This design comes from an exercise in tuning for small area on the open sky130 flow, not from production work. Where RTL was checked, it was by simulation tests only, not by an equivalence proof against the original. Only the layout flow was run in runs 1 and 2; the RTL was not checked for function there. Power figures rest on the tool's default switching activity, not on a simulated workload. The clock port is modelled as an ideal driver; clocking choices that lean on that would not hold on a real chip.

### flow/constraint.sdc
create_clock -name core_clock -period 30.0 [get_ports {clk}]
set_input_delay 6.0000 -clock core_clock [delete_from_list [all_inputs] [get_ports {clk}]]
set_output_delay 6.0000 -clock core_clock [all_outputs]
set_load 0.01 [all_outputs]
### flow/config.mk
export PLATFORM = sky130hd
export DESIGN_NAME = itcs_softled
export DESIGN_NICKNAME = itcs_softled
export VERILOG_FILES = /design/flow/design.v
export SDC_FILE = /design/flow/constraint.sdc
export NUM_CORES = 4
export LEC_CHECK = 0
export CAP_MARGIN = 0
export CORE_MARGIN = 2
export CORE_UTILIZATION = 60
export CTS_BUF_LIST = sky130_fd_sc_hd__clkbuf_8
export SLEW_MARGIN = 0
### flow/design.v
module itcs_softled (
  input             clk,
  input             rst,
  input             cmd_valid,
  input      [7:0]  cmd_op,
  input      [7:0]  cmd_ch,
  input      [15:0] cmd_a,
  input             cmd_f0,
  output reg        rsp_valid,
  output reg        rsp_result,
  output reg        rsp_err,
  output            frame_start,
  output     [7:0]  led_out
);
  localparam [2:0] ST_NA  = 3'd0, ST_OFF = 3'd1, ST_ON  = 3'd2, ST_ACT = 3'd3,
                   ST_UPL = 3'd4, ST_UPC = 3'd5, ST_DNL = 3'd6, ST_DNC = 3'd7;
  localparam [2:0] PC_NONE = 3'd0, PC_ATT = 3'd1, PC_ON = 3'd2, PC_OFF = 3'd3,
                   PC_TOG = 3'd4, PC_WR = 3'd5, PC_RISE = 3'd6;
  localparam [2:0] E_IDLE = 3'd0, E_EDGE = 3'd1, E_MULA = 3'd2, E_DIVA = 3'd3,
                   E_MULB = 3'd4, E_DIVB = 3'd5;
  reg  [10:0] ph;
  wire        bnd     = (ph == 11'd1999);
  wire        ph_lo8  = (ph[10:3] == 8'd0);     
  wire        ph_last = (ph[10:3] == 8'd249);   
  wire [2:0]  hl      = ph[2:0];                
  assign frame_start = (ph == 11'd0);
  always @(posedge clk) begin
    if (rst || bnd) ph <= 11'd0;
    else            ph <= ph + 11'd1;
  end
  reg [2:0]  r_st   [0:7];
  reg        r_inv  [0:7];
  reg [6:0]  r_v    [0:7];    
  reg [14:0] r_s    [0:7];    
  reg [14:0] r_m    [0:7];    
  reg [10:0] r_duty [0:7];    
  reg [10:0] r_od   [0:7];    
  wire [2:0]  h_st   = r_st[0];
  wire        h_inv  = r_inv[0];
  wire [6:0]  h_v    = r_v[0];
  wire [14:0] h_s    = r_s[0];
  wire [14:0] h_m    = r_m[0];
  wire [10:0] h_duty = r_duty[0];
  wire [10:0] h_od   = r_od[0];
  wire h_ramp  = h_st[2];
  wire h_up    = h_st[2] & ~h_st[1];
  wire h_curve = h_st[0];
  wire h_run   = h_st[2] | (h_st == ST_ACT);
  wire h_seton = (h_st == ST_ON) | (h_st == ST_ACT) | h_up;
  wire h_att   = (h_st != ST_NA);
  reg [2:0]  n_st;
  reg        n_inv;
  reg [6:0]  n_v;
  reg [14:0] n_s;
  reg [14:0] n_m;
  reg [10:0] n_duty;
  reg [10:0] n_od;
  integer k;
  always @(posedge clk) begin
    for (k = 0; k < 7; k = k + 1) begin
      r_st[k]   <= r_st[k+1];
      r_inv[k]  <= r_inv[k+1];
      r_v[k]    <= r_v[k+1];
      r_s[k]    <= r_s[k+1];
      r_m[k]    <= r_m[k+1];
      r_duty[k] <= r_duty[k+1];
      r_od[k]   <= r_od[k+1];
    end
    r_st[7]   <= n_st;
    r_inv[7]  <= n_inv;
    r_v[7]    <= n_v;
    r_s[7]    <= n_s;
    r_m[7]    <= n_m;
    r_duty[7] <= n_duty;
    r_od[7]   <= n_od;
    if (rst)
      for (k = 0; k < 8; k = k + 1) r_st[k] <= ST_NA;
  end
  reg  [2:0]  eng;
  reg         v2;       
  reg         f;        
  reg         c;        
  reg  [15:0] H;        
  reg  [14:0] L;        
  reg  [14:0] B;        
  reg  [2:0]  cur;      
  reg         fs;       
  reg  [2:0]  pc;       
  wire        at_cur   = (hl == cur);
  wire        sw       = at_cur & v2;      
  wire        cmd_here = (pc != PC_NONE) & at_cur;
  wire        e_mul  = (eng == E_MULA) | (eng == E_MULB);
  wire        e_div  = (eng == E_DIVA) | (eng == E_DIVB);
  wire        e_edge = (eng == E_EDGE);
  wire        sub    = e_div | (e_edge & sw);
  wire [15:0] add_b  = {sub, B & {15{sub | (e_mul & L[0])}}};
  wire [16:0] add_s  = {1'b0, H} + {1'b0, add_b} + {16'd0, sub};
  wire        q_bit  = add_s[16] & ~(e_mul & sw);    
  wire [14:0] rem    = q_bit ? add_s[14:0] : H[14:0];
  wire [10:0] v20 = {n_v, 4'd0} + {2'd0, n_v, 2'd0};
  wire        op_att  = (cmd_op == 8'h20);
  wire        op_on   = (cmd_op == 8'h21);
  wire        op_off  = (cmd_op == 8'h22);
  wire        op_tog  = (cmd_op == 8'h23);
  wire        op_wr   = (cmd_op == 8'h24);
  wire        op_rise = (cmd_op == 8'h25);
  wire        op_nop  = (cmd_op == 8'h00);
  wire        op_led  = op_att | op_on | op_off | op_tog | op_wr | op_rise;
  wire        ch_ok   = (cmd_ch[7:3] == 5'd0);
  wire [6:0]  c_v     = (cmd_a > 16'd100) ? 7'd100 : cmd_a[6:0];
  wire [14:0] c_nm    = (cmd_a[15:1] == 15'd0) ? 15'd1 : cmd_a[15:1];
  wire [2:0]  c_pc    = op_att ? PC_ATT : op_on ? PC_ON : op_off ? PC_OFF :
                        op_tog ? PC_TOG : op_wr ? PC_WR : PC_RISE;
  wire [6:0]  b_v     = B[6:0];
  wire        b_f0    = B[14];
  wire        want_on = (pc == PC_ON)  ? 1'b1 :
                        (pc == PC_OFF) ? 1'b0 :
                        (pc == PC_TOG) ? ~h_seton :
                                         (b_v != 7'd0);
  wire        is_sw   = (pc == PC_ON) | (pc == PC_OFF) | (pc == PC_TOG) | (pc == PC_WR);
  wire        edge_end = e_edge & sw;
  wire        settle   = f ? (add_s[16] | c) : (h_s[14:1] == 14'd0);
  reg         d_wr;     
  reg  [10:0] d_x;      
  wire [10:0] d_cl = (d_x < 11'd20) ? 11'd20 : (d_x > 11'd1980) ? 11'd1980 : d_x;
  always @(*) begin
    n_st   = h_st;
    n_inv  = h_inv;
    n_v    = h_v;
    n_s    = h_s;
    n_m    = h_m;
    n_od   = h_od;
    d_wr   = 1'b0;
    d_x    = 11'd0;
    if (ph_lo8)
      n_od = h_run ? (h_duty - {8'd0, hl} - 11'd1) : 11'd0;
    if (cmd_here) begin
      if (pc == PC_ATT) begin
        if (!h_att) begin
          n_st  = ST_OFF;
          n_inv = b_f0;
          n_v   = 7'd100;
          n_s   = 15'd0;
          n_m   = 15'd25;
        end
      end else if (is_sw && h_att) begin
        if (pc == PC_WR && b_v != 7'd0)
          n_v = b_v;
        if (want_on != h_seton) begin
          n_st = want_on ? (b_f0 ? ST_UPC : ST_UPL) : (b_f0 ? ST_DNC : ST_DNL);
          if (!h_run) begin
            d_wr = 1'b1;
            d_x  = (h_st == ST_ON) ? v20 : 11'd0;
          end
        end else if (pc == PC_WR && b_v != 7'd0 &&
                     (h_st == ST_ON || h_st == ST_ACT)) begin
          if (b_v == 7'd100) n_st = ST_ON;
          else               n_st = ST_ACT;
        end
      end
    end
    if (edge_end) begin
      if (settle) begin
        if (f) begin
          n_s = h_m;
          if (h_v == 7'd100) n_st = ST_ON;
          else               n_st = ST_ACT;
        end else begin
          n_s  = 15'd0;
          n_st = ST_OFF;
        end
      end else
        n_s = H[14:0];
    end
    if (n_st == ST_ACT) begin
      d_wr = 1'b1;
      d_x  = v20;
    end
    if (sw && eng == E_MULB && f) n_m = B;            
    if (sw && eng == E_DIVB) begin
      if (f) n_s = L;                                 
      else begin                                      
        d_wr = 1'b1;
        d_x  = L[10:0];
      end
    end
    n_duty = d_wr ? d_cl : h_duty;
  end
  always @(posedge clk) begin
    if (rst) begin
      eng <= E_IDLE;
      v2  <= 1'b0;
      fs  <= 1'b0;
      pc  <= PC_NONE;
      rsp_valid  <= 1'b0;
      rsp_result <= 1'b0;
      rsp_err    <= 1'b0;
    end else begin
      rsp_valid <= 1'b0;
      if (cmd_valid) begin
        if (op_led && ch_ok) begin
          pc  <= c_pc;
          cur <= cmd_ch[2:0];
          B   <= op_rise ? c_nm : {cmd_f0, 7'd0, c_v};
        end else begin
          rsp_valid  <= 1'b1;
          rsp_result <= 1'b0;
          rsp_err    <= ~op_nop & ~op_led;
        end
      end
      if (cmd_here) begin
        pc         <= PC_NONE;
        rsp_valid  <= 1'b1;
        rsp_result <= (pc == PC_ATT) & ~h_att;
        rsp_err    <= 1'b0;
      end
      if (ph == 11'd7) begin
        fs  <= 1'b1;
        cur <= 3'd0;
      end
      if (at_cur) v2 <= ~v2 & (eng != E_IDLE);
      case (eng)
        E_IDLE: begin
          H <= 16'd0;
          L <= n_s;
          if (cmd_here && pc == PC_RISE && h_att) begin
            eng <= E_MULB;
            f   <= 1'b1;
          end else if (fs && at_cur && !ph_lo8) begin
            if (h_ramp) begin
              eng <= E_EDGE;
              f   <= h_up;
              c   <= 1'b1;
              B   <= ~h_m;
            end else begin
              cur <= cur + 3'd1;
              if (cur == 3'd7) fs <= 1'b0;
            end
          end
        end
        E_EDGE: begin
          if (sw) begin
            H <= 16'd0;
            L <= n_s;
            f <= 1'b0;
            if (settle) begin
              eng <= E_IDLE;
              cur <= cur + 3'd1;
              if (cur == 3'd7) fs <= 1'b0;
            end else begin
              eng <= h_curve ? E_MULA : E_MULB;
              B   <= h_curve ? n_s : v20;
            end
          end else begin
            H <= {1'b0, L[0] ^ c, add_s[14:1]};
            L <= {add_s[0], L[14:1]};
            c <= c & ~(L[0] ^ f);
          end
        end
        E_MULA, E_MULB: begin
          if (sw) begin
            eng <= (eng == E_MULA) ? E_DIVA : E_DIVB;
            B   <= ~h_m;
            H   <= {rem, L[14]};
            L   <= {L[13:0], 1'b0};
          end else begin
            H <= {1'b0, add_s[15:1]};
            L <= {add_s[0], L[14:1]};
          end
        end
        default: begin  
          if (sw) begin
            if (eng == E_DIVA) begin
              eng <= E_MULB;
              H   <= 16'd0;
              B   <= v20;
            end else begin
              eng <= E_IDLE;
              cur <= cur + 3'd1;
              if (cur == 3'd7) fs <= 1'b0;
            end
          end else begin
            H <= {rem, L[14]};
            L <= {L[13:0], q_bit};
          end
        end
      endcase
    end
  end
  reg  [7:0] pin;
  reg  [2:0] tmr [0:7];
  assign led_out = pin;
  wire        h_init = h_att & (h_inv ^ (h_st != ST_OFF));      
  wire        ev_tr  = (h_od[10:3] == ph[10:3]);               
  wire [2:0]  ev_d   = ph_last ? ~hl : h_od[2:0];              
  wire        ev_val = ph_last ? h_init : h_inv;
  wire        sched  = ~ph_lo8 & (ph_last | ev_tr) & (ev_val != pin[hl]);
  genvar g;
  generate
    for (g = 0; g < 8; g = g + 1) begin : gen_pin
      wire vis  = (hl == g);
      wire ld   = vis & sched;
      wire fire = (ld & (ev_d == 3'd0)) | (tmr[g] == 3'd1);
      always @(posedge clk) begin
        if (rst) begin
          pin[g] <= 1'b0;
          tmr[g] <= 3'd0;
        end else begin
          if (fire) pin[g] <= ~pin[g];
          if (ld && ev_d != 3'd0) tmr[g] <= ev_d;
          else if (tmr[g] != 3'd0)     tmr[g] <= tmr[g] - 3'd1;
        end
      end
    end
  endgenerate
endmodule
### flow/run.sh
#!/bin/bash
# synth_recipe.tcl (not shown) runs the flow's synth.tcl, then flattens the netlist and writes it again
# the make line also repeats each setting of config.mk as NAME=value (left out here)
make -C /OpenROAD-flow-scripts/flow DESIGN_CONFIG=/design/flow/config.mk WORK_HOME=/design/flow/orfs CLKGATE_MAP_FILE= SYNTH_SCRIPT=/design/flow/synth_recipe.tcl finish
==> results of run 1 <==
==> per-layer routing <==
metal / track usage, % / share of wire (%) / vias to the layer above
met3: 5.64 / 6.9 / 172
met1: 34.2 / 41 / 6472
li1: - / - / 6506
met4: 16.3 / 6.2 / 0
met2: 43.8 / 46 / 576
met5: 0 / 0 / -
==> placed cells by master (no fill, tap or decap), types with 12 or more instances in the layout <==
cell and n:
sky130_fd_sc_hd__a211oi_1 13, sky130_fd_sc_hd__a21o_1 12, sky130_fd_sc_hd__a21oi_1 112, sky130_fd_sc_hd__a221oi_1 15, sky130_fd_sc_hd__a222oi_1 21, sky130_fd_sc_hd__a22oi_1 31
sky130_fd_sc_hd__and2_1 22, sky130_fd_sc_hd__and3_1 21, sky130_fd_sc_hd__buf_4 20, sky130_fd_sc_hd__clkbuf_8 104, sky130_fd_sc_hd__clkdlybuf4s50_1 46, sky130_fd_sc_hd__clkinv_2 15
sky130_fd_sc_hd__dfxtp_1 558, sky130_fd_sc_hd__edfxtp_1 51, sky130_fd_sc_hd__ha_1 56, sky130_fd_sc_hd__inv_1 100, sky130_fd_sc_hd__mux2i_1 12, sky130_fd_sc_hd__nand2_1 142
sky130_fd_sc_hd__nand2b_1 19, sky130_fd_sc_hd__nand3_1 40, sky130_fd_sc_hd__nor2_1 143, sky130_fd_sc_hd__nor2b_1 41, sky130_fd_sc_hd__nor3_1 27, sky130_fd_sc_hd__nor4_1 13
sky130_fd_sc_hd__o21ai_0 69, sky130_fd_sc_hd__o22ai_1 16, sky130_fd_sc_hd__xnor2_1 34, sky130_fd_sc_hd__xor2_1 23
==> registers in the layout, indices dropped and copies added, names as in the netlist <==
register,cells
rsp_valid,1
r_duty,88
r_od,88
c,1
r_st,24
L,15
pc,3
r_inv,8
eng,3
ph,11
tmr,24
pin,8
f,1
B,15
rsp_result,1
r_m,120
rsp_err,1
r_s,120
v2,1
cur,3
r_v,56
H,16
fs,1
==> power breakdown <==
| group | total (mW) | internal [mW] | switching [mW] | leakage, nW |
|---|---|---|---|---|
| logic | 0.147 | 0.0740 | 0.0731 | 3.31 |
| clock network | 0.649 | 0.345 | 0.304 | 1.05 |
| registers | 0.866 | 0.843 | 0.0226 | 5.02 |
==> worst paths after layout <==
kind | to | cells past startpoint
worst max-delay path | B[0] | 11
worst min-delay path | r_m[3][9] | 0
worst max register to register | B[12] | 21
worst min register to register | r_m[3][9] | 0
==> critical path, stage by stage <==
cell,delay (ns)
sky130_fd_sc_hd__clkdlybuf4s50_1,0.40
sky130_fd_sc_hd__nor4_1,0.44
sky130_fd_sc_hd__nand2_1,0.19
sky130_fd_sc_hd__a2111oi_0,0.62
sky130_fd_sc_hd__nand2_1,0.68
sky130_fd_sc_hd__a211oi_1,0.47
sky130_fd_sc_hd__a21oi_1,0.10
sky130_fd_sc_hd__nor2_1,0.16
sky130_fd_sc_hd__nor3_1,0.06
sky130_fd_sc_hd__or2_2,0.28
sky130_fd_sc_hd__a221oi_1,0.23
==> logic make-up after synthesis <==
logic type	Yosys count	synth area share (%)
DFF	609	63.6
and+or+nand+nor	522	12.8
AOI/OAI and AO/OA	384	12.9
buffers and inverters	138	2.71
xor gates and xnor gates	60	2.77
adders and majority gates	60	3.91
muxes	24	1.39
==> area by class of cell <==
| class | instances | area (um^2) |
|---|---|---|
| Sequential cell | 609 | 12700 |
| Tap cell | 442 | 553 |
| Clock buffer | 104 | 1430 |
| Inverter | 71 | 267 |
| Fill cell | 2496 | 10000 |
| Clock inverter | 55 | 352 |
| Multi-Input combinational cell | 1050 | 6760 |
| Timing Repair Buffer | 67 | 616 |
==> through the flow <==
step | cells | hold slack, ns | worst slack, ns
3_3_place_gp | 2239 | 0.310 | 20.36
4_1_cts | 2398 | 0.318 | 20.83
6_report | 2398 | 0.309 | 20.85
2_1_floorplan | 1797 | 0.310 | 21.55
3_5_place_dp | 2239 | 0.312 | 20.14
5_1_grt | 2398 | 0.313 | 20.30
==> metrics.sh, run 1 <==
WORSTPATHMAXFANOUT=26
IO_PINS=48
GRT_OVERFLOW_TOTAL=0
NUMCTSBUFFERS=88
CTS-ROOT-BUF='sky130_fd_sc_hd__clkbuf_8'
DRV.MAX_CAP_VIOLATION_COUNT=0
DRC=0
COREAREA_UM2=32700
CLOCKBUFFERDEPTH=3
TIGHTESTPINTRANSITION_NS=1.33
GRT_PASS1_WL_UM=74200
END_KIND='register'
CTS.REPAIR.RESIZED=0
FLIP_FLOP_CELL_WITH_THE_HIGHEST_COUNT_AFTER_SYNTHESIS='sky130_fd_sc_hd__dfxtp_1'
HTREEDEPTH=3
DETAILED_PLACE.AREA_UM2=20900
ROUTE.VIAS.TOTAL=13700
RSZ_0062_RAISED_AFTER_GLOBAL_ROUTING='no'
POST-ROUTE-UTIL_PCT=69.3
SYN-INSTANCE-COUNT=1797
ANTENNADIODECOUNT=0
TIMING_HOLD_VIOLATIONS_FINAL=0
CP-STARTPOINT='cmd_op[3]'
FINAL_ROUTED_WIRELENGTH_ACROSS_ALL_METAL_LAYERS_UM=47100
DP_HPWL_UM=32700
DRV_SLEW=0
TRITONCTS_CLOCK_TREE='done'
YOSYS_REGISTER_BITS=609
SYN_NETS=1893
LAYOUT-AREA-OVERHEAD-VS-SYNTH_PCT=13.5
DETAIL_ROUTE.FIRST_PASS.ITERATIONS=7
FMAX_MHz=109
ASR_FLOP_RATIO_SYNTH_PCT=0
SLEW_HEADROOM_PCT=11.5
POST-ROUTE-PERIOD-UTIL_PCT=30.5
SYNTH_SEQ_AREA_SHARE_PCT=63.6
ANTENNA_LEFT=0
DIE_SPAN_IN_X_UM=186
REG2REG_SLACK_NS=23.69
RUN_STATUS='finished clean'
CTS.REPAIR_TIMING.SETUP_BUFFER_COUNT=0
NUMBER_OF_NETS_IN_THE_FINISHED_DESIGN=1983
SYNTH.MOST_COMMON_CELL='sky130_fd_sc_hd__dfxtp_1'
NUM_ROWS=66
FIN_AREA_UM2=22700
CELL_TAKING_THE_MOST_AREA_AFTER_SYNTHESIS='sky130_fd_sc_hd__dfxtp_1'
SYNTH_LARGEST_TYPE_AREA_FRACTION_PCT=55.9
TOTALPOWERFINAL_mW=1.66
DIE_H_UM=186
SYNTH.YOSYS.WARNINGS=9
ROUTEDWLPERCELL_UM=19.6
CRITICALPATHCATEGORY='primary input to register'
FINAL_LAYOUT_SIZE_SUFFIX_GT1_SHARE_PCT=9.71
STARTPOINT_TYPE='primary input'
DIE_AREA_UM2=34800
PEAKVDDDROP_mV=0.0656
POST_SYNTH_INSTANCE_AREA_UM2=20000
FLOORPLAN.INITIALDENSITY_PCT=61.1
PORTBUFFERS=47
P_PER_AREA_nW_PER_UM2=73.3
FIN_TNS_SETUP_NS=0
CP.REQUIRED_NS=30.49
GRTUSAGETOTAL_PCT=27.3
CELLLEAKAGEPOWER_nW=9.38
CLOCK_SINKS=609
DRT_ITER0_MARKERS=1317
ANTENNA_VIOLATIONS_BEFORE_REPAIR=1
HOLD_CLASS='register to register'
GRT_START_MAX_NET_PINS=65
POST-ROUTE-MIN-PERIOD_NS=9.15
YOSYS.CELL_TYPES.COUNT=88
FINAL_ESTIMATED_ROUTING_CONGESTION_IN_GLOBAL_PLACEMENT=0.967
RR_STARTPOINT='ph[1]'
SETUP_VIOL=0
SYNTH_ENABLE_FLOP_CELLS=51
SYNTHTOPCELLSBYAREA='sky130_fd_sc_hd__dfxtp_1 56%, sky130_fd_sc_hd__edfxtp_1 7.7%, sky130_fd_sc_hd__ha_1 3.5%'
MIN-DELAY-START='r_m[4][9]'
WORST_EP_ARRIVAL_TIME_NS=9.64
POSTSYNTHAREAPERCELL_UM2=11.1
CLOCK-SKEW-FINAL_NS=0.0425
CLK-INSERTION-DELAY-LATE_NS=0.66
YOSYS-TOP-CELLS-COUNT='558 x sky130_fd_sc_hd__dfxtp_1, 143 x sky130_fd_sc_hd__nor2_1, 142 x sky130_fd_sc_hd__nand2_1'
VIA_COUNT_OF_THE_FIRST_GLOBAL_ROUTING_PASS=13400
POST_DRT_VIA_CELL_RATIO=5.72
HOLDBUFCOUNTCTS=0
CLK_PIN_SLEW_WORST_PATHS_NS=0.06
==> inputs of run 2 (changes only) <==
--- a/flow/design.v
+++ b/flow/design.v
@@ -93,7 +93,7 @@
   wire        e_div  = (eng == E_DIVA) | (eng == E_DIVB);
   wire        e_edge = (eng == E_EDGE);
   wire        sub    = e_div | (e_edge & sw);
-  wire [15:0] add_b  = {sub, B & {15{sub | (e_mul & L[0])}}};
+  wire [15:0] add_b  = {sub | (e_edge & (L[0] ^ c)), B & {15{sub | (e_mul & L[0])}}};
   wire [16:0] add_s  = {1'b0, H} + {1'b0, add_b} + {16'd0, sub};
   wire        q_bit  = add_s[16] & ~(e_mul & sw);    
   wire [14:0] rem    = q_bit ? add_s[14:0] : H[14:0];
@@ -170,7 +170,7 @@
           n_st = ST_OFF;
         end
       end else
-        n_s = H[14:0];
+        n_s = L;
     end
     if (n_st == ST_ACT) begin
       d_wr = 1'b1;
@@ -189,12 +189,8 @@
   always @(posedge clk) begin
     if (rst) begin
       eng <= E_IDLE;
-      v2  <= 1'b0;
-      fs  <= 1'b0;
       pc  <= PC_NONE;
       rsp_valid  <= 1'b0;
-      rsp_result <= 1'b0;
-      rsp_err    <= 1'b0;
     end else begin
       rsp_valid <= 1'b0;
       if (cmd_valid) begin
@@ -252,8 +248,8 @@
               B   <= h_curve ? n_s : v20;
             end
           end else begin
-            H <= {1'b0, L[0] ^ c, add_s[14:1]};
-            L <= {add_s[0], L[14:1]};
+            H <= {1'b0, add_s[15:1]};
+            L <= {L[0] ^ c, L[14:1]};
             c <= c & ~(L[0] ^ f);
           end
         end
@@ -288,28 +284,37 @@
     end
   end
   reg  [7:0] pin;
-  reg  [2:0] tmr [0:7];
+  reg  [2:0] lf [0:7];
   assign led_out = pin;
   wire        h_init = h_att & (h_inv ^ (h_st != ST_OFF));      
   wire        ev_tr  = (h_od[10:3] == ph[10:3]);               
   wire [2:0]  ev_d   = ph_last ? ~hl : h_od[2:0];              
   wire        ev_val = ph_last ? h_init : h_inv;
   wire        sched  = ~ph_lo8 & (ph_last | ev_tr) & (ev_val != pin[hl]);
+  wire        fire_now = sched & (ev_d == 3'd0);
+  reg  [2:0]  ev_x;
+  always @(*) begin
+    case (ev_d)
+      3'd1: ev_x = 3'd1;
+      3'd2: ev_x = 3'd4;
+      3'd3: ev_x = 3'd6;
+      3'd4: ev_x = 3'd7;
+      3'd5: ev_x = 3'd3;
+      3'd6: ev_x = 3'd5;
+      3'd7: ev_x = 3'd2;
+      default: ev_x = 3'd0;
+    endcase
+    if (!sched) ev_x = 3'd0;
+  end
   genvar g;
   generate
     for (g = 0; g < 8; g = g + 1) begin : gen_pin
       wire vis  = (hl == g);
-      wire ld   = vis & sched;
-      wire fire = (ld & (ev_d == 3'd0)) | (tmr[g] == 3'd1);
+      wire fire = vis ? fire_now : (~ph_lo8 & (lf[g] == 3'd1));
       always @(posedge clk) begin
-        if (rst) begin
-          pin[g] <= 1'b0;
-          tmr[g] <= 3'd0;
-        end else begin
-          if (fire) pin[g] <= ~pin[g];
-          if (ld && ev_d != 3'd0) tmr[g] <= ev_d;
-          else if (tmr[g] != 3'd0)     tmr[g] <= tmr[g] - 3'd1;
-        end
+        if (rst)       pin[g] <= 1'b0;
+        else if (fire) pin[g] <= ~pin[g];
+        lf[g] <= vis ? ev_x : {lf[g][1:0], lf[g][2] ^ lf[g][1]};
       end
     end
   endgenerate
==> flow/flow/run.sh (new file) <==
#!/bin/bash
export CTS_ARGS="-sink_clustering_enable -repair_clock_nets -dont_use_dummy_load -sink_clustering_size 26 -sink_clustering_max_diameter 100 -buf_list sky130_fd_sc_hd__clkbuf_16"
export BUFFER_PORTS_ARGS="-buffer_cell sky130_fd_sc_hd__buf_1"
bash standard.sh > standard.log 2>&1
==> flow/standard.sh (new file) <==
#!/bin/bash
# synth_recipe.tcl (not shown) runs the flow's synth.tcl, then flattens the netlist and writes it again
# the make line also repeats each setting of config.mk as NAME=value (left out here)
make -C /OpenROAD-flow-scripts/flow DESIGN_CONFIG=/design/flow/config.mk WORK_HOME=/design/flow/orfs CLKGATE_MAP_FILE= SYNTH_SCRIPT=/design/flow/synth_recipe.tcl "${@:-finish}"
==> flow/config.mk (replaced) <==
export PLATFORM = sky130hd
export DESIGN_NAME = itcs_softled
export DESIGN_NICKNAME = itcs_softled
export VERILOG_FILES = /design/flow/design.v
export SDC_FILE = /design/flow/constraint.sdc
export NUM_CORES = 4
export LEC_CHECK = 0
export CAP_MARGIN = 20
export CORE_MARGIN = 2
export CORE_UTILIZATION = 60
export SLEW_MARGIN = 20
removed: flow/run.sh
==> run 2 against run 1 <==
Net effect:
- still clean on timing, DRC and antenna
- sequential power is 2% lower
- clock-buffer cell count is 77 lower
- core utilization is 4.3 points lower
- synthesized area is 3.2% lower
- critical path type unchanged
==> metrics.sh, run 2 <==
FINAL_ROUTED_WIRELENGTH_ACROSS_ALL_METAL_LAYERS_UM=42800  # was 47100 um
P_PER_AREA_nW_PER_UM2=63.0  # was 73.3 nW/um^2
DIE_SPAN_IN_X_UM=183  # was 186 um
DETAIL_ROUTE.FIRST_PASS.ITERATIONS=6  # was 7
HTREEDEPTH=1  # was 3
POST-ROUTE-PERIOD-UTIL_PCT=28.0  # was 30.5%
SYNTH_ENABLE_FLOP_CELLS=55  # was 51
NUMCTSBUFFERS=27  # was 88
SYNTHTOPCELLSBYAREA='sky130_fd_sc_hd__dfxtp_1 57%, sky130_fd_sc_hd__edfxtp_1 8.5%, sky130_fd_sc_hd__nand2_1 3.0%'  # was sky130_fd_sc_hd__dfxtp_1 56%, sky130_fd_sc_hd__edfxtp_1 7.7%, sky130_fd_sc_hd__ha_1 3.5%
POSTSYNTHAREAPERCELL_UM2=11.4  # was 11.1 um^2
REG2REG_SLACK_NS=24.27  # was 23.69 ns
YOSYS_REGISTER_BITS=609  # unchanged
HOLDBUFCOUNTCTS=0  # unchanged
SYN-INSTANCE-COUNT=1694  # was 1797
COMB_POWER_SHARE_PCT=4.4  # was 8.9%
HOLD_CLASS='register to register'  # unchanged
POWER_FRAC_CLOCK_PCT=30.0  # was 39.1%
PEAKVDDDROP_mV=0.0537  # was 0.0656 mV
LARGESTREGISTERS='r_m: 120 flops, r_s: 120 flops'  # unchanged
WORST_SETUP_PATH_ENDPOINT='B[12]'  # was B[0]
SWITCHING_SHARE_PCT=21.4  # was 24.0%
SYNTH_SEQ_AREA_SHARE_PCT=65.9  # was 63.6%
CTS.REPAIR.RESIZED=0  # unchanged
ANTENNADIODECOUNT=0  # unchanged
CP-STARTPOINT='cmd_op[3]'  # unchanged
TRITONCTS_CLOCK_TREE='done'  # unchanged
POST_DRT_VIA_CELL_RATIO=5.86  # was 5.72
CTS.REPAIR_TIMING.SETUP_BUFFER_COUNT=0  # unchanged
DIE_AREA_UM2=33700  # was 34800 um^2
LAYOUT-AREA-OVERHEAD-VS-SYNTH_PCT=6.43  # was 13.5%
HIGHEST_DELAY_CELL_ALONG_THE_CRITICAL_PATH='sky130_fd_sc_hd__or4_1'  # was sky130_fd_sc_hd__nand2_1
RR_STARTPOINT='ph[0]'  # was ph[1]
ROUTEDWLPERCELL_UM=20.1  # was 19.6 um
FINAL_LAYOUT_SIZE_SUFFIX_GT1_SHARE_PCT=4.47  # was 9.71%
WORSTPATHMAXFANOUT=23  # was 26
WORST-R2R-CELL-COUNT=17  # was 21
VIA_COUNT_OF_THE_FIRST_GLOBAL_ROUTING_PASS=12000  # was 13.4k
ROUTE.VIAS.TOTAL=12500  # was 13.7k
MOST_COMMON_CELL_AFTER_LAYOUT_FILL_AND_TAPS_ASIDE='sky130_fd_sc_hd__dfxtp_1'  # unchanged
DRV_SLEW=0  # unchanged
DIE_H_UM=183  # was 186 um
CRITICALPATHCATEGORY='primary input to register'  # unchanged
FMAX_MHz=119  # was 109 MHz
TIMING_HOLD_VIOLATIONS_FINAL=0  # unchanged
CLK_PIN_SLEW_WORST_PATHS_NS=0.11  # was 0.06 ns
SLEW_HEADROOM_PCT=25.2  # was 11.5%
SYNTH.YOSYS.WARNINGS=9  # unchanged
RSZ_0062_RAISED_AFTER_GLOBAL_ROUTING='no'  # unchanged
FINAL_CELL_MIX='554 x sky130_fd_sc_hd__dfxtp_1, 155 x sky130_fd_sc_hd__nand2_1, 111 x sky130_fd_sc_hd__nor2_1, 69 x sky130_fd_sc_hd__o21ai_0, 65 x sky130_fd_sc_hd__a21oi_1'  # was 558 x sky130_fd_sc_hd__dfxtp_1, 143 x sky130_fd_sc_hd__nor2_1, 142 x sky130_fd_sc_hd__nand2_1, 112 x sky130_fd_sc_hd__a21oi_1, 104 x sky130_fd_sc_hd__clkbuf_8
NETSWITCHINGPOWER_uW=277  # was 399 uW
TIMING.FINAL.WS_SETUP_NS=21.59  # was 20.85 ns
CRIT_PATH_CELL_TRACE='buf_1 -> nor4_1 -> nand2_1 -> or4_1 -> nand2_1 -> nand2_1 -> a221oi_1 -> o31ai_1 -> o2bb2ai_1'  # was clkdlybuf4s50_1 -> nor4_1 -> nand2_1 -> a2111oi_0 -> nand2_1 -> a211oi_1 -> a21oi_1 -> nor2_1 -> nor3_1 -> or2_2 -> a221oi_1
NUMBER_OF_NETS_IN_THE_FINISHED_DESIGN=1797  # was 1983
DRT_ITER0_MARKERS=1018  # was 1317
NUM_ROWS=65  # was 66
CELL_TAKING_THE_MOST_AREA_AFTER_SYNTHESIS='sky130_fd_sc_hd__dfxtp_1'  # unchanged
P_INT_mW=1.02  # was 1.26 mW
DRV.MAX_CAP_VIOLATION_COUNT=0  # unchanged
RUN_STATUS='finished clean'  # unchanged
CLOCK_SINKS=609  # unchanged
STARTPOINT_TYPE='primary input'  # unchanged
CELLLEAKAGEPOWER_nW=7.87  # was 9.38 nW
GRTUSAGETOTAL_PCT=25.6  # was 27.3%
PORTBUFFERS=47  # unchanged
SYN_NETS=1766  # was 1893
CLOCK-SKEW-FINAL_NS=0.0572  # was 0.0425 ns
POST-ROUTE-MIN-PERIOD_NS=8.41  # was 9.15 ns
ANTENNA_LEFT=0  # unchanged
FIN_AREA_UM2=20600  # was 22700 um^2
WORST_EP_ARRIVAL_TIME_NS=8.74  # was 9.64 ns
END_KIND='register'  # unchanged
ANTENNA_VIOLATIONS_BEFORE_REPAIR=0  # was 1
DETAILED_PLACE.AREA_UM2=19900  # was 20900 um^2
DP_HPWL_UM=30600  # was 32700 um
POST-ROUTE-UTIL_PCT=65.0  # was 69.3%
CRITPATHMOSTFREQUENTCELL='sky130_fd_sc_hd__nand2_1'  # unchanged
DRC=0  # unchanged
SETUP_VIOL=0  # unchanged
FLOORPLAN.INITIALDENSITY_PCT=61.1  # about the same
REGTOREGENDPOINT='B[3]'  # was B[12]
IO_PINS=48  # unchanged
PLACEMENT.SETUP.WORST_SLACK_NS=21.00  # was 20.14 ns
FILLER_CELL_COUNT=2519  # was 2496
GRT_START_MAX_NET_PINS=45  # was 65
CLK-INSERTION-DELAY-LATE_NS=0.59  # was 0.66 ns
SYNTH.MOST_COMMON_CELL='sky130_fd_sc_hd__dfxtp_1'  # unchanged
FINAL_ESTIMATED_ROUTING_CONGESTION_IN_GLOBAL_PLACEMENT=0.962  # was 0.967
FIN_TNS_SETUP_NS=0  # unchanged
ASR_FLOP_RATIO_SYNTH_PCT=0  # unchanged
SYNTH_LARGEST_TYPE_AREA_FRACTION_PCT=57.4  # was 55.9%
GRT_PASS1_WL_UM=66700  # was 74200 um
CP.REQUIRED_NS=30.34  # was 30.49 ns
TIGHTESTPINTRANSITION_NS=1.11  # was 1.33 ns
YOSYS.CELL_TYPES.COUNT=86  # was 88
YOSYS-TOP-CELLS-COUNT='554 x sky130_fd_sc_hd__dfxtp_1, 155 x sky130_fd_sc_hd__nand2_1, 112 x sky130_fd_sc_hd__nor2_1'  # was 558 x sky130_fd_sc_hd__dfxtp_1, 143 x sky130_fd_sc_hd__nor2_1, 142 x sky130_fd_sc_hd__nand2_1
CPPEAKSTAGEDELAY_NS=0.99  # was 0.68 ns
CLOCKBUFFERDEPTH=3  # unchanged
SHARE_SEQ_OF_TOTAL_POWER_PCT=65.7  # was 52.1%
POST_SYNTH_INSTANCE_AREA_UM2=19300  # was 20000 um^2
CTS-ROOT-BUF='sky130_fd_sc_hd__clkbuf_16'  # was sky130_fd_sc_hd__clkbuf_8
COREAREA_UM2=31600  # was 32700 um^2
FLIP_FLOP_CELL_WITH_THE_HIGHEST_COUNT_AFTER_SYNTHESIS='sky130_fd_sc_hd__dfxtp_1'  # unchanged
GRT_OVERFLOW_TOTAL=0  # unchanged
[run 2: cell types whose count changed in the layout (fill, tap and decap cells not counted), sizes merged, moves of 30 or more]
| cell | delta |
|---|---|
| inv | -45 |
| nor2 | -30 |
| buf | +40 |
| a21oi | -47 |
| clkbuf | -76 |
| clkdlybuf4s50 | -46 |
[run 2: worst max-delay path, delay by kind of cell]
family                 cells  cell delay (ns)
AND/OR/NAND/NOR            5             2.12
buffers and inverters      1             0.07
AO/OA/AOI/OAI              3             0.53
[run 2: worst min path at each step]
stage | end | cells after the start | slack, ns | start
after floorplan | r_duty[0][0] | 0 | 0.31 | r_duty[1][0]
after global placement | r_m[3][0] | 0 | 0.31 | r_m[4][0]
after detailed placement | r_m[6][0] | 0 | 0.31 | r_m[7][0]
after CTS | r_v[0][2] | 0 | 0.29 | r_v[1][2]
after global routing | r_v[0][2] | 0 | 0.30 | r_v[1][2]
final | r_v[0][2] | 0 | 0.30 | r_v[1][2]
[run 2: cell families (layout without fill, tap and decap cells)]
logic type / Yosys count / after routing / synth area share (%)
buffers and inverters: 124 / 153 / 2.52
AO/OA/AOI/OAI: 361 / 361 / 12.7
multiplexers: 20 / 20 / 1.18
adder cells (fa/ha/maj): 37 / 37 / 2.54
AND/OR/NAND/NOR: 479 / 479 / 12.2
XOR/XNOR: 64 / 64 / 2.90
flip-flops: 609 / 609 / 65.9
[run 2: per-layer routing]
metal  global-route usage [%]  routed length [um]
met1                     33.8               18200
met2                     43.1               20200
met3                     2.99                2490
met4                     10.7                1920
met5                        0                   0
[run 2: final cells by class]
| type | instances | area (um^2) | area share, % |
|---|---|---|---|
| sequential | 609 | 12700 | 61.9 |
| timing repair buffer | 62 | 290 | 1.41 |
| inverter | 64 | 240 | 1.17 |
| clock buffer | 27 | 676 | 3.28 |
| tap | 402 | 503 | 2.44 |
| multi-input combinational | 961 | 6120 | 29.8 |
[run 2: per-stage QoR]
| stage | hold WS [ns] | power [mW] | instances |
|---|---|---|---|
| global placement | 0.309 | 0.923 | 2098 |
| CTS | 0.293 | 1.31 | 2125 |
| floorplan | 0.310 | 0.907 | 1694 |
| detailed placement | 0.312 | 0.926 | 2098 |
| finish | 0.301 | 1.30 | 2125 |
| global route | 0.298 | 1.34 | 2125 |
[run 2: power groups by stage]
stage / combinational [mW] / clock, mW / sequential, mW
CTS: 0.0561 / 0.398 / 0.851
global placement: 0.0540 / 0 / 0.869
global route: 0.0638 / 0.427 / 0.853
detailed placement: 0.0558 / 0 / 0.870
finish: 0.0567 / 0.389 / 0.851
floorplan: 0.0429 / 0 / 0.864
==> inputs of run 3 (changes only) <==
--- a/flow/design.v
+++ b/flow/design.v
@@ -29,14 +29,12 @@
     else            ph <= ph + 11'd1;
   end
   reg [2:0]  r_st   [0:7];
-  reg        r_inv  [0:7];
   reg [6:0]  r_v    [0:7];    
   reg [14:0] r_s    [0:7];    
   reg [14:0] r_m    [0:7];    
   reg [10:0] r_duty [0:7];    
   reg [10:0] r_od   [0:7];    
   wire [2:0]  h_st   = r_st[0];
-  wire        h_inv  = r_inv[0];
   wire [6:0]  h_v    = r_v[0];
   wire [14:0] h_s    = r_s[0];
   wire [14:0] h_m    = r_m[0];
@@ -49,7 +47,6 @@
   wire h_seton = (h_st == ST_ON) | (h_st == ST_ACT) | h_up;
   wire h_att   = (h_st != ST_NA);
   reg [2:0]  n_st;
-  reg        n_inv;
   reg [6:0]  n_v;
   reg [14:0] n_s;
   reg [14:0] n_m;
@@ -59,7 +56,6 @@
   always @(posedge clk) begin
     for (k = 0; k < 7; k = k + 1) begin
       r_st[k]   <= r_st[k+1];
-      r_inv[k]  <= r_inv[k+1];
       r_v[k]    <= r_v[k+1];
       r_s[k]    <= r_s[k+1];
       r_m[k]    <= r_m[k+1];
@@ -67,7 +63,6 @@
       r_od[k]   <= r_od[k+1];
     end
     r_st[7]   <= n_st;
-    r_inv[7]  <= n_inv;
     r_v[7]    <= n_v;
     r_s[7]    <= n_s;
     r_m[7]    <= n_m;
@@ -125,7 +120,6 @@
   wire [10:0] d_cl = (d_x < 11'd20) ? 11'd20 : (d_x > 11'd1980) ? 11'd1980 : d_x;
   always @(*) begin
     n_st   = h_st;
-    n_inv  = h_inv;
     n_v    = h_v;
     n_s    = h_s;
     n_m    = h_m;
@@ -133,12 +127,12 @@
     d_wr   = 1'b0;
     d_x    = 11'd0;
     if (ph_lo8)
-      n_od = h_run ? (h_duty - {8'd0, hl} - 11'd1) : 11'd0;
+      n_od = h_run ? (h_duty - {8'd0, hl} - 11'd1) : (h_st == ST_ON) ? 11'd2047 : 11'd0;
     if (cmd_here) begin
       if (pc == PC_ATT) begin
         if (!h_att) begin
           n_st  = ST_OFF;
-          n_inv = b_f0;
+          n_od  = b_f0 ? 11'd2047 : 11'd0;    
           n_v   = 7'd100;
           n_s   = 15'd0;
           n_m   = 15'd25;
@@ -186,111 +180,107 @@
     end
     n_duty = d_wr ? d_cl : h_duty;
   end
+  wire job_rise = cmd_here & (pc == PC_RISE) & h_att;
+  wire job_edge = fs & at_cur & h_ramp;
   always @(posedge clk) begin
     if (rst) begin
-      eng <= E_IDLE;
-      pc  <= PC_NONE;
-      rsp_valid  <= 1'b0;
-    end else begin
+      eng       <= E_IDLE;
+      pc        <= PC_NONE;
       rsp_valid <= 1'b0;
-      if (cmd_valid) begin
-        if (op_led && ch_ok) begin
-          pc  <= c_pc;
-          cur <= cmd_ch[2:0];
-          B   <= op_rise ? c_nm : {cmd_f0, 7'd0, c_v};
-        end else begin
-          rsp_valid  <= 1'b1;
-          rsp_result <= 1'b0;
-          rsp_err    <= ~op_nop & ~op_led;
+    end else begin
+      rsp_valid <= cmd_here | (cmd_valid & ~(op_led & ch_ok));
+      if (cmd_valid && op_led && ch_ok) pc <= c_pc;
+      if (cmd_here)                     pc <= PC_NONE;
+      case (eng)
+        E_IDLE:         if (job_rise) eng <= E_MULB;
+                        else if (job_edge) eng <= E_EDGE;
+        E_EDGE:         if (sw) eng <= settle ? E_IDLE : h_curve ? E_MULA : E_MULB;
+        E_MULA:         if (sw) eng <= E_DIVA;
+        E_MULB:         if (sw) eng <= E_DIVB;
+        E_DIVA:         if (sw) eng <= E_MULB;
+        default:        if (sw) eng <= E_IDLE;
+      endcase
+    end
+  end
+  always @(posedge clk) begin
+    rsp_result <= cmd_here & (pc == PC_ATT) & ~h_att;
+    rsp_err    <= cmd_valid & ~op_nop & ~op_led;
+    if (cmd_valid && op_led && ch_ok) begin
+      cur <= cmd_ch[2:0];
+      B   <= op_rise ? c_nm : {cmd_f0, 7'd0, c_v};
+    end
+    if (ph == 11'd7) begin
+      fs  <= 1'b1;
+      cur <= 3'd0;
+    end
+    if (at_cur) v2 <= ~v2 & (eng != E_IDLE);
+    case (eng)
+      E_IDLE: begin
+        H <= 16'd0;
+        L <= n_s;
+        c <= 1'b1;
+        if (job_rise)
+          f <= 1'b1;
+        else if (fs && at_cur) begin
+          if (h_ramp) begin
+            f <= h_up;
+            B <= ~h_m;
+          end else begin
+            cur <= cur + 3'd1;
+            if (cur == 3'd7) fs <= 1'b0;
+          end
         end
       end
-      if (cmd_here) begin
-        pc         <= PC_NONE;
-        rsp_valid  <= 1'b1;
-        rsp_result <= (pc == PC_ATT) & ~h_att;
-        rsp_err    <= 1'b0;
-      end
-      if (ph == 11'd7) begin
-        fs  <= 1'b1;
-        cur <= 3'd0;
-      end
-      if (at_cur) v2 <= ~v2 & (eng != E_IDLE);
-      case (eng)
-        E_IDLE: begin
+      E_EDGE: begin
+        if (sw) begin
           H <= 16'd0;
           L <= n_s;
-          if (cmd_here && pc == PC_RISE && h_att) begin
-            eng <= E_MULB;
-            f   <= 1'b1;
-          end else if (fs && at_cur && !ph_lo8) begin
-            if (h_ramp) begin
-              eng <= E_EDGE;
-              f   <= h_up;
-              c   <= 1'b1;
-              B   <= ~h_m;
-            end else begin
-              cur <= cur + 3'd1;
-              if (cur == 3'd7) fs <= 1'b0;
-            end
-          end
-        end
-        E_EDGE: begin
-          if (sw) begin
-            H <= 16'd0;
-            L <= n_s;
-            f <= 1'b0;
-            if (settle) begin
-              eng <= E_IDLE;
-              cur <= cur + 3'd1;
-              if (cur == 3'd7) fs <= 1'b0;
-            end else begin
-              eng <= h_curve ? E_MULA : E_MULB;
-              B   <= h_curve ? n_s : v20;
-            end
-          end else begin
-            H <= {1'b0, add_s[15:1]};
-            L <= {L[0] ^ c, L[14:1]};
-            c <= c & ~(L[0] ^ f);
-          end
+          f <= 1'b0;
+          if (settle) begin
+            cur <= cur + 3'd1;
+            if (cur == 3'd7) fs <= 1'b0;
+          end else
+            B <= h_curve ? n_s : v20;
+        end else begin
+          H <= {1'b0, add_s[15:1]};
+          L <= {L[0] ^ c, L[14:1]};
+          c <= c & ~(L[0] ^ f);
         end
-        E_MULA, E_MULB: begin
-          if (sw) begin
-            eng <= (eng == E_MULA) ? E_DIVA : E_DIVB;
-            B   <= ~h_m;
-            H   <= {rem, L[14]};
-            L   <= {L[13:0], 1'b0};
-          end else begin
-            H <= {1'b0, add_s[15:1]};
-            L <= {add_s[0], L[14:1]};
-          end
+      end
+      E_MULA, E_MULB: begin
+        if (sw) begin
+          B <= ~h_m;
+          H <= {rem, L[14]};
+          L <= {L[13:0], 1'b0};
+        end else begin
+          H <= {1'b0, add_s[15:1]};
+          L <= {add_s[0], L[14:1]};
         end
-        default: begin  
-          if (sw) begin
-            if (eng == E_DIVA) begin
-              eng <= E_MULB;
-              H   <= 16'd0;
-              B   <= v20;
-            end else begin
-              eng <= E_IDLE;
-              cur <= cur + 3'd1;
-              if (cur == 3'd7) fs <= 1'b0;
-            end
-          end else begin
-            H <= {rem, L[14]};
-            L <= {L[13:0], q_bit};
+      end
+      default: begin  
+        if (sw) begin
+          H <= 16'd0;
+          if (eng == E_DIVA)
+            B <= v20;
+          else begin
+            cur <= cur + 3'd1;
+            if (cur == 3'd7) fs <= 1'b0;
           end
+        end else begin
+          H <= {rem, L[14]};
+          L <= {L[13:0], q_bit};
         end
-      endcase
-    end
+      end
+    endcase
   end
   reg  [7:0] pin;
   reg  [2:0] lf [0:7];
   assign led_out = pin;
-  wire        h_init = h_att & (h_inv ^ (h_st != ST_OFF));      
+  wire        h_high = h_att & (h_st != ST_OFF);
+  wire        h_top  = &h_od[10:6];
   wire        ev_tr  = (h_od[10:3] == ph[10:3]);               
   wire [2:0]  ev_d   = ph_last ? ~hl : h_od[2:0];              
-  wire        ev_val = ph_last ? h_init : h_inv;
-  wire        sched  = ~ph_lo8 & (ph_last | ev_tr) & (ev_val != pin[hl]);
+  wire        sched  = ~ph_lo8 & (ph_last ? (h_high ^ h_top) : ev_tr);
   wire        fire_now = sched & (ev_d == 3'd0);
   reg  [2:0]  ev_x;
   always @(*) begin
==> flow/flow/run.sh (replaced) <==
#!/bin/bash
export CTS_ARGS="-sink_clustering_enable -repair_clock_nets -dont_use_dummy_load -sink_clustering_size 32 -sink_clustering_max_diameter 100 -buf_list sky130_fd_sc_hd__clkbuf_16"
export BUFFER_PORTS_ARGS="-buffer_cell sky130_fd_sc_hd__buf_1"
bash standard.sh > standard.log 2>&1
--- a/flow/config.mk
+++ b/flow/config.mk
@@ -8,4 +8,5 @@
 export CAP_MARGIN = 20
 export CORE_MARGIN = 2
 export CORE_UTILIZATION = 60
+export PLACE_DENSITY = 0.75
 export SLEW_MARGIN = 20
==> run 3 against run 2 <==
Net effect:
- core utilization down 0.74 points
- routed wire length down 11%
- worst setup slack improved by 0.13 ns
- clock power is 9.3% lower
- synthesized area decreased by 3.6%
- synthesized cell count fell by 1.4%
- clock skew shrank 0.026 ns
- sequential cell count fell by 8
- final cell count down 2.1%
==> metrics.sh, run 3 <==
RSZ_0062_RAISED_AFTER_GLOBAL_ROUTING='no'  # unchanged
DIE_SPAN_IN_X_UM=180  # was 183 um
ANTENNA_VIOLATIONS_BEFORE_REPAIR=0  # unchanged
GRT_OVERFLOW_TOTAL=0  # unchanged
FINAL_LAYOUT_SIZE_SUFFIX_GT1_SHARE_PCT=3.92  # was 4.47%
TIMING.FINAL.WS_SETUP_NS=21.73  # was 21.59 ns
SYNTH_SEQ_AREA_SHARE_PCT=65.5  # was 65.9%
CP-STARTPOINT='ph[2]'  # was cmd_op[3]
CLK-INSERTION-DELAY-LATE_NS=0.57  # was 0.59 ns
STARTPOINT_TYPE='register'  # was primary input
MIN-DELAY-START='r_s[2][0]'  # was r_v[1][2]
CTS.REPAIR_TIMING.SETUP_BUFFER_COUNT=0  # unchanged
CLOCKBUFFERDEPTH=3  # unchanged
MOST_COMMON_CELL_AFTER_LAYOUT_FILL_AND_TAPS_ASIDE='sky130_fd_sc_hd__dfxtp_1'  # unchanged
SYN-INSTANCE-COUNT=1671  # was 1694
CLOCK_SINKS=601  # was 609
DRV.MAX_CAP_VIOLATION_COUNT=0  # unchanged
YOSYS.CELL_TYPES.COUNT=81  # was 86
POSTSYNTHAREAPERCELL_UM2=11.2  # was 11.4 um^2
NUMBER_OF_NETS_IN_THE_FINISHED_DESIGN=1758  # was 1797
CPPEAKSTAGEDELAY_NS=0.75  # was 0.99 ns
POST-ROUTE-PERIOD-UTIL_PCT=27.6  # was 28.0%
CLK_PIN_SLEW_WORST_PATHS_NS=0.12  # was 0.11 ns
ROUTEDWLPERCELL_UM=18.4  # was 20.1 um
WORST_EP_ARRIVAL_TIME_NS=2.27  # was 8.74 ns
POST-ROUTE-MIN-PERIOD_NS=8.27  # was 8.41 ns
CELL_TAKING_THE_MOST_AREA_AFTER_SYNTHESIS='sky130_fd_sc_hd__dfxtp_1'  # unchanged
SYNTHTOPCELLSBYAREA='sky130_fd_sc_hd__dfxtp_1 63%, sky130_fd_sc_hd__o21ai_0 3.0%, sky130_fd_sc_hd__edfxtp_1 2.9%'  # was sky130_fd_sc_hd__dfxtp_1 57%, sky130_fd_sc_hd__edfxtp_1 8.5%, sky130_fd_sc_hd__nand2_1 3.0%
DIE_AREA_UM2=32500  # was 33700 um^2
SETUP_VIOL=0  # unchanged
TRITONCTS_CLOCK_TREE='done'  # unchanged
DRV_SLEW=0  # unchanged
DETAIL_ROUTE.FIRST_PASS.ITERATIONS=7  # was 6
POST_SYNTH_INSTANCE_AREA_UM2=18600  # was 19300 um^2
TIGHTESTPINTRANSITION_NS=1.07  # was 1.11 ns
RUN_STATUS='finished clean'  # unchanged
CTS-ROOT-BUF='sky130_fd_sc_hd__clkbuf_16'  # unchanged
CTS.REPAIR.RESIZED=0  # unchanged
PORTBUFFERS=47  # unchanged
PLACED_CELLS=2058  # was 2098
SLEW_HEADROOM_PCT=28.5  # was 25.2%
FINAL_CELL_MIX='583 x sky130_fd_sc_hd__dfxtp_1, 133 x sky130_fd_sc_hd__nor2_1, 133 x sky130_fd_sc_hd__nand2_1, 112 x sky130_fd_sc_hd__o21ai_0, 95 x sky130_fd_sc_hd__a21oi_1'  # was 554 x sky130_fd_sc_hd__dfxtp_1, 155 x sky130_fd_sc_hd__nand2_1, 111 x sky130_fd_sc_hd__nor2_1, 69 x sky130_fd_sc_hd__o21ai_0, 65 x sky130_fd_sc_hd__a21oi_1
HIGHEST_DELAY_CELL_ALONG_THE_CRITICAL_PATH='sky130_fd_sc_hd__dfxtp_1'  # was sky130_fd_sc_hd__or4_1
DP_HPWL_UM=27000  # was 30600 um
SYNTH.YOSYS.WARNINGS=8  # was 9
WORSTPATHMAXFANOUT=14  # was 23
FLOORPLAN.INITIALDENSITY_PCT=60.9  # was 61.1%
ASR_FLOP_RATIO_SYNTH_PCT=0  # unchanged
YOSYS-TOP-CELLS-COUNT='583 x sky130_fd_sc_hd__dfxtp_1, 133 x sky130_fd_sc_hd__nand2_1, 133 x sky130_fd_sc_hd__nor2_1'  # was 554 x sky130_fd_sc_hd__dfxtp_1, 155 x sky130_fd_sc_hd__nand2_1, 112 x sky130_fd_sc_hd__nor2_1
POST_DRT_VIA_CELL_RATIO=5.69  # was 5.86
VIA_COUNT_OF_THE_FIRST_GLOBAL_ROUTING_PASS=11200  # was 12.0k
DRC=0  # unchanged
NUMBER_OF_STANDARD_CELLS_IN_THE_LAYOUT_TAPS_IN_AND_FILLERS_OUT=2080  # was 2125
FINAL_ESTIMATED_ROUTING_CONGESTION_IN_GLOBAL_PLACEMENT=0.959  # was 0.962
MIN_TO='r_s[1][0]'  # was r_v[0][2]
REG2REG_SLACK_NS=23.90  # was 24.27 ns
HOLD_WS_NS=0.322  # was 0.301 ns
P_PER_AREA_nW_PER_UM2=64.1  # was 63.0 nW/um^2
SYN_NETS=1743  # was 1766
RR_STARTPOINT='ph[2]'  # was ph[0]
CLOCK-SKEW-FINAL_NS=0.0316  # was 0.0572 ns
SYNTH_LARGEST_TYPE_AREA_FRACTION_PCT=62.6  # was 57.4%
POST-ROUTE-UTIL_PCT=64.3  # was 65.0%
NUMCTSBUFFERS=22  # was 27
TIMING_HOLD_VIOLATIONS_FINAL=0  # unchanged
CP.REQUIRED_NS=24.00  # was 30.34 ns
ANTENNA_LEFT=0  # unchanged
CRIT_PATH_CELL_TRACE='clkinv_1 -> nand2_1 -> nor2_1 -> buf_1'  # was buf_1 -> nor4_1 -> nand2_1 -> or4_1 -> nand2_1 -> nand2_1 -> a221oi_1 -> o31ai_1 -> o2bb2ai_1
GRT_START_MAX_NET_PINS=39  # was 45
HOLD_CLASS='register to register'  # unchanged
ROUTE.VIAS.TOTAL=11800  # was 12.5k
YOSYS_REGISTER_BITS=601  # was 609
GRTUSAGETOTAL_PCT=22.9  # was 25.6%
WORST-R2R-CELL-COUNT=16  # was 17
CRITICALPATHCATEGORY='register to output pin'  # was primary input to register
SYNTH_ENABLE_FLOP_CELLS=18  # was 55
REGTOREGENDPOINT='L[14]'  # was B[3]
LARGESTREGISTERS='r_m: 120 flops, r_s: 120 flops'  # unchanged
FILLER_CELL_COUNT=2420  # was 2519
IO_PINS=48  # unchanged
DRT_ITER0_MARKERS=913  # was 1018
END_KIND='output pin'  # was register
LAYOUT-AREA-OVERHEAD-VS-SYNTH_PCT=5.53  # was 6.43%
NUM_ROWS=64  # was 65
HOLDBUFCOUNTCTS=0  # unchanged
WORSTHOLDPATHCELLS=0  # unchanged
FLIP_FLOP_CELL_WITH_THE_HIGHEST_COUNT_AFTER_SYNTHESIS='sky130_fd_sc_hd__dfxtp_1'  # unchanged
SYNTH.MOST_COMMON_CELL='sky130_fd_sc_hd__dfxtp_1'  # unchanged
HTREEDEPTH=1  # unchanged
PLACEMENT.SETUP.WORST_SLACK_NS=21.50  # was 21.00 ns
FMAX_MHz=121  # was 119 MHz
CELLLEAKAGEPOWER_nW=7.85  # was 7.87 nW
PEAKVDDDROP_mV=0.0528  # was 0.0537 mV
FINAL_ROUTED_WIRELENGTH_ACROSS_ALL_METAL_LAYERS_UM=38300  # was 42800 um
FIN_TNS_SETUP_NS=0  # unchanged
ANTENNADIODECOUNT=0  # unchanged
DIE_H_UM=180  # was 183 um
COREAREA_UM2=30600  # was 31600 um^2
GRT_PASS1_WL_UM=59900  # was 66700 um
[run 3: layout make-up]
cell class	count	area, um^2	share of cell area, %
Timing Repair Buffer	56	245	1.25
Tap cell	396	495	2.52
Inverter	47	176	0.897
Multi-Input combinational cell	958	5990	30.4
Clock buffer	22	551	2.80
Sequential cell	601	12200	62.1
[run 3: cell families after synthesis]
| group | synth area share [%] |
|---|---|
| AO/OA/AOI/OAI | 13.4 |
| XOR/XNOR | 3.54 |
| adder cells (fa/ha/maj) | 2.58 |
| buffers and inverters | 2.46 |
| flip-flops | 65.5 |
| multiplexers | 1.15 |
| AND/OR/NAND/NOR | 11.3 |
[run 3: per-stage QoR]
stage / instance area [um^2] / power, mW
after floorplan: 18600 / 0.904
after global placement: 19100 / 0.921
after detailed placement: 19100 / 0.925
after CTS: 19700 / 1.27
after global routing: 19700 / 1.30
final: 19700 / 1.26
[run 3: metal layers]
layer / track usage (%) / part of all wire [%] / up-vias
li1: - / - / 5774
met1: 31.0 / 44 / 5520
met2: 37.7 / 45 / 444
met3: 3.13 / 6.5 / 104
met4: 8.35 / 4.1 / 0
met5: 0 / 0 / -
[run 3: worst max path at each step]
stage	end	slack, ns	cells after the start
floorplan	B[3]	21.92	10
global placement	B[14]	21.42	10
detailed placement	B[3]	21.50	10
CTS	frame_start	21.66	4
global route	frame_start	21.48	4
finish	frame_start	21.73	4
[run 3: report_power, final]
group / internal (mW) / switching (mW)
logic: 0.0281 / 0.0356
clock network: 0.133 / 0.220
registers: 0.821 / 0.0225
[run 3: worst max-delay path, delay by kind of cell (launching register included)]
family,cells,cell delay (ns)
buffers and inverters,2,0.59
DFF,1,0.75
and+or+nand+nor,2,0.37
==> inputs of run 4 (changes only) <==
==> flow/flow/run.sh (replaced) <==
#!/bin/bash
export CTS_ARGS="-sink_clustering_enable -repair_clock_nets -dont_use_dummy_load -sink_clustering_size 26 -sink_clustering_max_diameter 100 -buf_list sky130_fd_sc_hd__clkbuf_16"
export BUFFER_PORTS_ARGS="-buffer_cell sky130_fd_sc_hd__buf_1"
bash standard.sh > standard.log 2>&1
--- a/flow/config.mk
+++ b/flow/config.mk
@@ -8,5 +8,4 @@
 export CAP_MARGIN = 20
 export CORE_MARGIN = 2
 export CORE_UTILIZATION = 60
-export PLACE_DENSITY = 0.75
 export SLEW_MARGIN = 20
==> run 4 against run 3 <==
Net effect:
- still clean
- worst hold slack lost 0.044 ns
- clock skew up 0.023 ns
- die area is the same
- clock power up 8.5%
- maximum frequency decreased by 0.60%
- combinational power hardly changed
- first-iteration DRC count increased by 8.3%
- synthesized cell count is the same
- via count is 0.76% higher
==> metrics.sh, run 4 <==
RUN_STATUS='finished clean'  # unchanged
HOLD_CLASS='register to register'  # unchanged
CLK-INSERTION-DELAY-LATE_NS=0.56  # was 0.57 ns
CTS.REPAIR.RESIZED=0  # unchanged
SYNTH_LARGEST_TYPE_AREA_FRACTION_PCT=62.6  # unchanged
IO_PINS=48  # unchanged
FINAL_ROUTED_WIRELENGTH_ACROSS_ALL_METAL_LAYERS_UM=39500  # was 38300 um
SYNTHADDERAREAFRAC_PCT=2.58  # unchanged
NUM_ROWS=64  # unchanged
SYNTH_ENABLE_FLOP_CELLS=18  # unchanged
P_PER_AREA_nW_PER_UM2=65.2  # was 64.1 nW/um^2
DRC=0  # unchanged
POSTSYNTHAREAPERCELL_UM2=11.2  # unchanged
FINAL_ESTIMATED_ROUTING_CONGESTION_IN_GLOBAL_PLACEMENT=0.936  # was 0.959
CP-STARTPOINT='ph[2]'  # unchanged
REG2REG_SLACK_NS=23.78  # was 23.90 ns
CLOCK_SINKS=601  # unchanged
SYN-INSTANCE-COUNT=1671  # unchanged
GRT_PASS1_WL_UM=62100  # was 59900 um
SYNTH_SEQ_AREA_SHARE_PCT=65.5  # unchanged
SYN_NETS=1743  # unchanged
TOTALPOWERFINAL_mW=1.29  # was 1.26 mW
FINAL_CELL_MIX='582 x sky130_fd_sc_hd__dfxtp_1, 133 x sky130_fd_sc_hd__nand2_1, 132 x sky130_fd_sc_hd__nor2_1, 112 x sky130_fd_sc_hd__o21ai_0, 95 x sky130_fd_sc_hd__a21oi_1'  # was 583 x sky130_fd_sc_hd__dfxtp_1, 133 x sky130_fd_sc_hd__nor2_1, 133 x sky130_fd_sc_hd__nand2_1, 112 x sky130_fd_sc_hd__o21ai_0, 95 x sky130_fd_sc_hd__a21oi_1
GRTUSAGETOTAL_PCT=24.0  # was 22.9%
POST-ROUTE-MIN-PERIOD_NS=8.32  # was 8.27 ns
SYNTH.YOSYS.WARNINGS=8  # unchanged
HIGHEST_DELAY_CELL_ALONG_THE_CRITICAL_PATH='sky130_fd_sc_hd__dfxtp_1'  # unchanged
DIE_SPAN_IN_X_UM=180  # unchanged
PLACED_CELLS=2060  # was 2058
ANTENNA_LEFT=0  # unchanged
ANTENNADIODECOUNT=0  # unchanged
WORST_EP_ARRIVAL_TIME_NS=2.32  # was 2.27 ns
DRV_SLEW=0  # unchanged
CLK_PIN_SLEW_WORST_PATHS_NS=0.09  # was 0.12 ns
CRITICALPATHCATEGORY='register to output pin'  # unchanged
DIE_AREA_UM2=32500  # unchanged
SYNTH_XOR_AREA_SHARE_PCT=3.54  # unchanged
STARTPOINT_TYPE='register'  # unchanged
PORTBUFFERS=47  # unchanged
GRT_START_MAX_NET_PINS=39  # unchanged
MIN-DELAY-START='r_m[3][10]'  # was r_s[2][0]
COREAREA_UM2=30600  # unchanged
NUMBER_OF_STANDARD_CELLS_IN_THE_LAYOUT_TAPS_IN_AND_FILLERS_OUT=2087  # was 2080
POST-ROUTE-PERIOD-UTIL_PCT=27.7  # was 27.6%
SLEW_HEADROOM_PCT=28.4  # was 28.5%
NUMBER_OF_NETS_IN_THE_FINISHED_DESIGN=1765  # was 1758
WORSTPATHMAXFANOUT=14  # unchanged
CRIT_PATH_CELL_TRACE='clkinv_1 -> nand2_1 -> nor2_1 -> buf_1'  # unchanged
RR_STARTPOINT='ph[2]'  # unchanged
RSZ_0062_RAISED_AFTER_GLOBAL_ROUTING='no'  # unchanged
FLIP_FLOP_CELL_WITH_THE_HIGHEST_COUNT_AFTER_SYNTHESIS='sky130_fd_sc_hd__dfxtp_1'  # unchanged
DRV.MAX_CAP_VIOLATION_COUNT=0  # unchanged
SYNTH.MUX.AREA_FRACTION_PCT=1.15  # unchanged
FLOORPLAN.INITIALDENSITY_PCT=60.9  # unchanged
LAYOUT-AREA-OVERHEAD-VS-SYNTH_PCT=6.23  # was 5.53%
GRT_OVERFLOW_TOTAL=0  # unchanged
NUMCTSBUFFERS=27  # was 22
ROUTE.VIAS.TOTAL=11900  # was 11.8k
PEAKVDDDROP_mV=0.0648  # was 0.0528 mV
ANTENNA_VIOLATIONS_BEFORE_REPAIR=1  # was 0
YOSYS-TOP-CELLS-COUNT='583 x sky130_fd_sc_hd__dfxtp_1, 133 x sky130_fd_sc_hd__nand2_1, 133 x sky130_fd_sc_hd__nor2_1'  # unchanged
ROUTEDWLPERCELL_UM=18.9  # was 18.4 um
DIE_H_UM=180  # unchanged
TIGHTESTPINTRANSITION_NS=1.07  # about the same
SETUP_VIOL=0  # unchanged
REGTOREGENDPOINT='r_duty[7][1]'  # was L[14]
HTREEDEPTH=1  # unchanged
CTS.REPAIR_TIMING.SETUP_BUFFER_COUNT=0  # unchanged
DRT_ITER0_MARKERS=989  # was 913
CTS-ROOT-BUF='sky130_fd_sc_hd__clkbuf_16'  # unchanged
FMAX_MHz=120  # was 121 MHz
SYNTHTOPCELLSBYAREA='sky130_fd_sc_hd__dfxtp_1 63%, sky130_fd_sc_hd__o21ai_0 3.0%, sky130_fd_sc_hd__edfxtp_1 2.9%'  # unchanged
SYNTH_TOP_FAMILY_BY_AREA='compound AO/OA/AOI/OAI gates'  # unchanged
CLOCK-SKEW-FINAL_NS=0.0541  # was 0.0316 ns
POST-ROUTE-UTIL_PCT=64.7  # was 64.3%
WORST_SETUP_PATH_ENDPOINT='frame_start'  # unchanged
YOSYS_REGISTER_BITS=601  # unchanged
POST_SYNTH_INSTANCE_AREA_UM2=18600  # unchanged
CPPEAKSTAGEDELAY_NS=0.73  # was 0.75 ns
TRITONCTS_CLOCK_TREE='done'  # unchanged
FINAL_LAYOUT_SIZE_SUFFIX_GT1_SHARE_PCT=4.38  # was 3.92%
VIA_COUNT_OF_THE_FIRST_GLOBAL_ROUTING_PASS=11400  # was 11.2k
WORST-R2R-CELL-COUNT=17  # was 16
TIMING_HOLD_VIOLATIONS_FINAL=0  # unchanged
DETAIL_ROUTE.FIRST_PASS.ITERATIONS=5  # was 7
SYNTH-COMPOUND-AREA-SHARE_PCT=13.4  # unchanged
SYNTH_SIMPLE_GATE_AREA_SHARE_PCT=11.3  # unchanged
POST_DRT_VIA_CELL_RATIO=5.72  # was 5.69
LARGESTREGISTERS='r_m: 120 flops, r_s: 120 flops'  # unchanged
FIN_TNS_SETUP_NS=0  # unchanged
SYNTH.MOST_COMMON_CELL='sky130_fd_sc_hd__dfxtp_1'  # unchanged
DP_HPWL_UM=27800  # was 27000 um
CELLLEAKAGEPOWER_nW=7.93  # was 7.85 nW
ASR_FLOP_RATIO_SYNTH_PCT=0  # unchanged
END_KIND='output pin'  # unchanged
HOLDBUFCOUNTCTS=0  # unchanged
CP.REQUIRED_NS=24.00  # about the same
YOSYS.CELL_TYPES.COUNT=81  # unchanged
CELL_TAKING_THE_MOST_AREA_AFTER_SYNTHESIS='sky130_fd_sc_hd__dfxtp_1'  # unchanged
MOST_COMMON_CELL_AFTER_LAYOUT_FILL_AND_TAPS_ASIDE='sky130_fd_sc_hd__dfxtp_1'  # unchanged
CLOCKBUFFERDEPTH=3  # unchanged
==> run 4: worst min-delay path by stage <==
| stage | end | slack, ns | depth (start not counted) |
|---|---|---|---|
| 3_5_place_dp | r_m[2][12] | 0.31 | 0 |
| 2_1_floorplan | r_duty[0][0] | 0.31 | 0 |
| 3_3_place_gp | r_s[2][3] | 0.31 | 0 |
| 4_1_cts | r_m[2][10] | 0.27 | 0 |
| 6_report | r_m[2][10] | 0.28 | 0 |
| 5_1_grt | r_m[2][10] | 0.27 | 0 |
==> run 4: where the power goes <==
group | internal (mW) | switching, mW
sequential | 0.821 | 0.0224
clock | 0.161 | 0.223
combinational | 0.0282 | 0.0356
total | 1.01 | 0.281
==> run 4: cell type report <==
class / instances / area, um^2
sequential: 601 / 12200
fill: 2484 / 10800
multi-input combinational: 958 / 5980
clock buffer: 27 / 676
tap: 396 / 495
timing repair buffer: 58 / 260
inverter: 47 / 176
==> run 4: kinds of logic after synthesis <==
family / Yosys count
fa+ha+maj: 36
flops: 601
mux: 21
xor+xnor: 68
buf+inv: 112
compound gates: 392
simple gates: 441
==> run 4: per-stage QoR <==
step	instance area [um^2]	setup WS (ns)	hold WS (ns)
after floorplan	18600	21.92	0.310
after global placement	19100	21.36	0.310
after detailed placement	19100	21.28	0.312
after CTS	19800	21.63	0.273
after global routing	19800	21.49	0.268
final	19800	21.68	0.278
==> run 4: routing by layer <==
| metal | track usage, % | wire length, um |
|---|---|---|
| met5 | 0 | 0 |
| met4 | 9.74 | 1690 |
| met3 | 3.19 | 2450 |
| met2 | 39.6 | 18200 |
| met1 | 32.2 | 17200 |
==> run 4: worst max-delay path: cells and delay by family (launching register included) <==
kind	cells	cell delay [ns]
buffers and inverters	2	0.63
AND/OR/NAND/NOR	2	0.40
flip-flops	1	0.73

-- re-timing with driven ports --
In the flow no input, the clock included, has a driving cell. The finished layouts below were timed again as built, in two steps. Step 1, drivers: a clkbuf_16 drives clk and a buf_2 each remaining input, both assumed. Step 2 also shifts input and output timing later by t, the mid clock arrival at the registers, as if the neighbouring blocks saw the same clock. a / b / c = ideal / step 1 / step 2; a / b = the first two.
run	shift t [ns]	slack for setup (ns)
run 1	0.696	20.846 / 20.872 / 20.176
run 2	0.619	21.594 / 21.629 / 21.009
run 3	0.602	21.729 / 21.677 / 21.461
run 4	0.599	21.680 / 21.627 / 21.256
After both steps setup and hold are still met in every run listed.
